Background: an optimization exercise with open tools, aiming at small area, a short achievable clock period and few clock cycles per item. Do not read the settings as production practice.
The RTL was checked by simulation tests, not by an equivalence proof against the original design.

==> inputs of v39 <==
## armax_decrypt
module armax_decrypt (
    input  wire        clk,
    input  wire        rst,
    input  wire        in_valid,
    output wire        in_ready,
    input  wire [31:0] in_addr,
    input  wire [31:0] in_val,
    output wire        out_valid,
    input  wire        out_ready,
    output wire [31:0] out_addr,
    output wire [31:0] out_val
);
    wire [31:0] in_a_sw = {in_addr[7:0], in_addr[15:8], in_addr[23:16], in_addr[31:24]};
    wire [31:0] in_v_sw = {in_val[7:0],  in_val[15:8],  in_val[23:16],  in_val[31:24]};
    wire [31:0] a0, v0;
    armax_un1 u_un1 (.a_in(in_a_sw), .v_in(in_v_sw), .a_out(a0), .v_out(v0));
    reg         s_valid;    
    reg         o_valid;    
    reg         o_empty;    
    reg         in_rdy;     
    wire        adv = ~s_valid;                  
    wire        o_ld = o_empty | out_ready;      
    assign in_ready = in_rdy;
    wire        s_nxt;      
    reg [31:0] a_r0, v_r0;
    reg        vld_r0;
    reg        en_r0;     
    wire       vld_r0_nxt = adv ? in_valid : vld_r0;
    always @(posedge clk) begin
        if (rst) begin
            vld_r0 <= 1'b0;
            en_r0  <= 1'b1;
        end else begin
            vld_r0 <= vld_r0_nxt;
            en_r0  <= ~s_nxt | ~vld_r0_nxt;
        end
        if (en_r0) begin
            a_r0 <= a0;
            v_r0 <= v0;
        end
  ...
clock: 10.0 ns
lec_check: 0
cap_margin: 20
core_margin: 2
core_utilization: 65
place_density: 0.75
slew_margin: 20
standard.sh (not shown) runs the stock make flow with config.mk's settings and CLKGATE_MAP_FILE= SYNTH_SCRIPT=/design/flow/synth_recipe.tcl, a recipe that flattens the netlist after the stock synthesis.
==> flow/flow/run.sh <==
#!/bin/bash
# Own layout flow: the standard ORFS flow (standard.sh), except that
#  - synthesis maps the logic with flow/abc_map.script instead of ORFS's
#    abc_speed/abc_area script, and extracts no half/full adders
#    (ADDER_MAP_FILE empty); registers, their names and cell types are those
#    of the standard synthesis;
#  - repair_timing aims for 6.7 ns of setup slack (SETUP_SLACK_MARGIN),
#    so that it sizes the gates of the longest paths;
#  - the port buffers are sky130_fd_sc_hd__buf_2 (ORFS otherwise picks a
#    delay buffer, clkdlybuf4s50_1).
# Each step's full log is in orfs/logs/; make's output is in synth.log and
# layout.log here.
set -euo pipefail
here=$(pwd)
export MY_ABC_SCRIPT="$here/flow/abc_map.script"
extra="SYNTH_SCRIPT=$here/flow/my_synth.tcl ADDER_MAP_FILE= 'BUFFER_PORTS_ARGS=-buffer_cell sky130_fd_sc_hd__buf_2' SETUP_SLACK_MARGIN=6.7"
sed -e "s#SYNTH_SCRIPT=[^ ]*#$extra#" standard.sh > own_standard.sh
grep -q "my_synth.tcl ADDER_MAP_FILE=" own_standard.sh
bash own_standard.sh synth > synth.log 2>&1
bash own_standard.sh finish > layout.log 2>&1
test -s out/final.def
==> flow/flow/abc_map.script <==
strash
&get -n
&fraig -x
&put
dc2
strash
&get -n
&dch -f
&nf -R 1000
&put
buffer -c
topo
stime -c
upsize -c
dnsize -c
==> flow/flow/my_synth.tcl <==
proc synth {args} { yosys synth -nofsm -noshare {*}$args }
# Technology mapping with this flow's own ABC script (flow/abc_map.script)
# in place of ORFS's abc_area/abc_speed scripts.
if {[info exists ::env(MY_ABC_SCRIPT)] && $::env(MY_ABC_SCRIPT) ne ""} {
  proc abc {args} {
    set i [lsearch -exact $args -script]
    if {$i >= 0} { lset args [expr {$i + 1}] $::env(MY_ABC_SCRIPT) }
    puts "abc with script $::env(MY_ABC_SCRIPT)"
    yosys abc {*}$args
  }
}
source $::env(SCRIPTS_DIR)/synth.tcl
# left out here: clear keep_hierarchy, flatten, clean up, hide names made inside functions, write 1_2_yosys.v
==> v29: changes against v39 <==
- CORE_UTILIZATION: 65 -> 78
- PLACE_DENSITY: 0.75 -> 0.86
==> notes <==
- In v39 the clock-buffer cell count is higher than in v29, by 17.
- Of v29 and v39, v29 has the higher setup slack (gap 0.069 ns).
- Against v39, the non-clock buffer count of v29 is lower by 1.
- Between v39 and v29, the lower wire length is in v39 (gap 2.3%, measured against v29).
- Between v29 and v39, the lower first-iteration DRC count is in v39 (gap about 40%, measured against v39).
- In v29 the global-route usage is higher than in v39, by 7.4 points.
- In v29 the clock skew is higher than in v39, by 0.0076 ns.
==> figures <==
                                                                              v29             v39
Result of the run                                no timing/DRC/antenna violations  no timing/DRC/antenna violations
Reg-to-Reg Start                                                         a_r7[12]        v_r6[28]
Placer Congestion                                                           0.992           0.990
Flip-flop and latch area                                              34700 sq um     34700 sq um
Area fraction of clock buffers and clock inverters                          4.50%           4.97%
Worst hold path endpoint                                                  v_s[15]         v_s[18]
Part of the cycle the worst path needs                                      33.9%           34.6%
Die area                                                             115000 sq um    138000 sq um
Global routing usage on met1                                                57.0%           48.7%
Share of final layout cell area taken by non-clock buffers                  1.94%           1.95%
Worst Skew                                                              0.0312 ns       0.0236 ns
Nets@finish                                                                 10400           10500
Layout-to-synthesis area ratio                                             1.051x          1.060x
Met2 wire length                                                   115000 microns  112000 microns
Highest routed layer                                                         met4            met5
Worst hold margin                                                        0.473 ns        0.468 ns
Skew-Pair Late Insertion Delay                                            0.76 ns         0.78 ns
Vias in the first global route                                              75700           71300
Fraction of final layout cells with drive strength greater than 1           6.25%           6.47%
Testbench counts of v39, summed over its fixed seeds: cycles 3,336, items 3,200.
Testbench counts of v29, summed over its fixed seeds: cycles 3,336, items 3,200.

* * *

==> quartz <==
Another version of the RTL of armax_decrypt (not shown whole).
Settings: LEC_CHECK=0, CAP_MARGIN=20, CORE_MARGIN=2, CORE_UTILIZATION=78, PLACE_DENSITY=0.86, SLEW_MARGIN=20; clock period 10.0 ns.
==> flow/flow/run.sh <==
#!/bin/bash
# Own layout flow: the standard ORFS flow (standard.sh), except that
#  - synthesis maps the logic with flow/abc_map.script instead of ORFS's
#    abc_speed/abc_area script (delay-oriented &nf mapping, no ABC buffering
#    or sizing; OpenROAD sizes the gates later), and extracts no half/full adders
#    (ADDER_MAP_FILE empty); registers, their names and cell types are those
#    of the standard synthesis;
#  - repair_timing aims for 6.5 ns of setup slack (SETUP_SLACK_MARGIN),
#    so that it sizes the gates of the longest paths;
#  - the port buffers are sky130_fd_sc_hd__buf_2 (ORFS otherwise picks a
#    delay buffer, clkdlybuf4s50_1).
# Each step's full log is in orfs/logs/; make's output is in synth.log and
# layout.log here.
set -euo pipefail
here=$(pwd)
export MY_ABC_SCRIPT="$here/flow/abc_map.script"
extra="SYNTH_SCRIPT=$here/flow/my_synth.tcl ADDER_MAP_FILE= 'BUFFER_PORTS_ARGS=-buffer_cell sky130_fd_sc_hd__buf_2' SETUP_SLACK_MARGIN=6.5"
sed -e "s#SYNTH_SCRIPT=[^ ]*#$extra#" standard.sh > own_standard.sh
grep -q "my_synth.tcl ADDER_MAP_FILE=" own_standard.sh
bash own_standard.sh synth > synth.log 2>&1
bash own_standard.sh finish > layout.log 2>&1
test -s out/final.def
==> flow/flow/abc_map.script <==
strash
&get -n
&fraig -x
&put
dc2
strash
&get -n
&dch -f
&nf -D 1000
&put
Scripts as last shown in full above: flow/flow/my_synth.tcl
==> raven: changes against quartz <==
--- a/flow/flow/run.sh
+++ b/flow/flow/run.sh
@@ -5,7 +5,7 @@
 #    or sizing; OpenROAD sizes the gates later), and extracts no half/full adders
 #    (ADDER_MAP_FILE empty); registers, their names and cell types are those
 #    of the standard synthesis;
-#  - repair_timing aims for 6.5 ns of setup slack (SETUP_SLACK_MARGIN),
+#  - repair_timing aims for 6.7 ns of setup slack (SETUP_SLACK_MARGIN),
 #    so that it sizes the gates of the longest paths;
 #  - the port buffers are sky130_fd_sc_hd__buf_2 (ORFS otherwise picks a
 #    delay buffer, clkdlybuf4s50_1).
@@ -14,7 +14,7 @@
 set -euo pipefail
 here=$(pwd)
 export MY_ABC_SCRIPT="$here/flow/abc_map.script"
-extra="SYNTH_SCRIPT=$here/flow/my_synth.tcl ADDER_MAP_FILE= 'BUFFER_PORTS_ARGS=-buffer_cell sky130_fd_sc_hd__buf_2' SETUP_SLACK_MARGIN=6.5"
+extra="SYNTH_SCRIPT=$here/flow/my_synth.tcl ADDER_MAP_FILE= 'BUFFER_PORTS_ARGS=-buffer_cell sky130_fd_sc_hd__buf_2' SETUP_SLACK_MARGIN=6.7"
 sed -e "s#SYNTH_SCRIPT=[^ ]*#$extra#" standard.sh > own_standard.sh
 grep -q "my_synth.tcl ADDER_MAP_FILE=" own_standard.sh
 bash own_standard.sh synth > synth.log 2>&1
==> impl_results.md <==
* Non-clock buffer count at approximately 170
* Fmax at roughly 290 MHz
* Met2 routed WL at ~110,000 um
* N_diodes at 1
* Crit path to: out_addr[31]
* Wl on met1 at between 90,000 and 100,000 um
* Area Overhead vs Synth at 7.64%
* Status: no timing/DRC/antenna violations
* GR Util met2 at between 60% and 70%
* Hold path startpoint: v_s[3]
* Ratio of cells with drive above 1 in the final layout at approximately 3.9%
* Met3 WL post-DR at about 40,000 um
* Vias at about 83,000
* Min Hold Slack at between 0.4 and 0.5 ns
(the above is from raven)
==> impl_results.md <==
* Ratio of cells with drive above 1 in the final layout at ~3.7%
* Min Hold Slack at between 0.4 and 0.5 ns
* Wl on met1 at 93,400 um
* Met3 WL post-DR at slightly below 40,000 um
* Status: no timing/DRC/antenna violations
* Area Overhead vs Synth at 7.57%
* Met2 routed WL at ~110,000 um
* Fmax at ~300 MHz
* N_diodes at 2
(the above is from quartz)
Testbench counts of quartz, summed over its fixed seeds: cycles 3,336, items 3,200.
Testbench counts of raven, summed over its fixed seeds: cycles 3,336, items 3,200.

==> separate check: timing with driven ports <==
The results above use ideal ports. As a check the final layouts listed here were re-extracted and re-timed, cells and wires unchanged.
Step 1 (the two cells are an assumption about what drives the block):
set clk [get_ports {clk}]
set_driving_cell -lib_cell sky130_fd_sc_hd__clkbuf_16 $clk
set_driving_cell -lib_cell sky130_fd_sc_hd__buf_2 [delete_from_list [all_inputs] $clk]
Step 2 times the ports against the registers' clock, not the clock port: input delays grow and output delays shrink by t, the midpoint of the rising clock arrivals with the driver on.
Slacks: no drivers / after step 1 / after step 2; pairs: no drivers / after step 1.
| run | shift t [ns] | setup WS [ns] | hold slack, ns | worst setup path at the end |
|---|---|---|---|---|
| v39 | 0.861 | 6.543 / 6.457 / 6.360 | 0.468 / 0.468 / 0.468 | input to register |
| v29 | 0.829 | 6.613 / 6.525 / 6.405 | 0.473 / 0.473 / 0.473 | input to register |
| quartz | 0.839 | 6.624 / 6.541 / 6.029 | 0.467 / 0.467 / 0.467 | input to register |
| raven | 0.847 | 6.515 / 6.431 / 6.606 | 0.464 / 0.464 / 0.464 | input to register |
After both steps setup and hold are still met in every run listed. The setup slack of quartz, which loses most, moves by -0.083 ns with the drivers and by -0.595 ns with both steps.
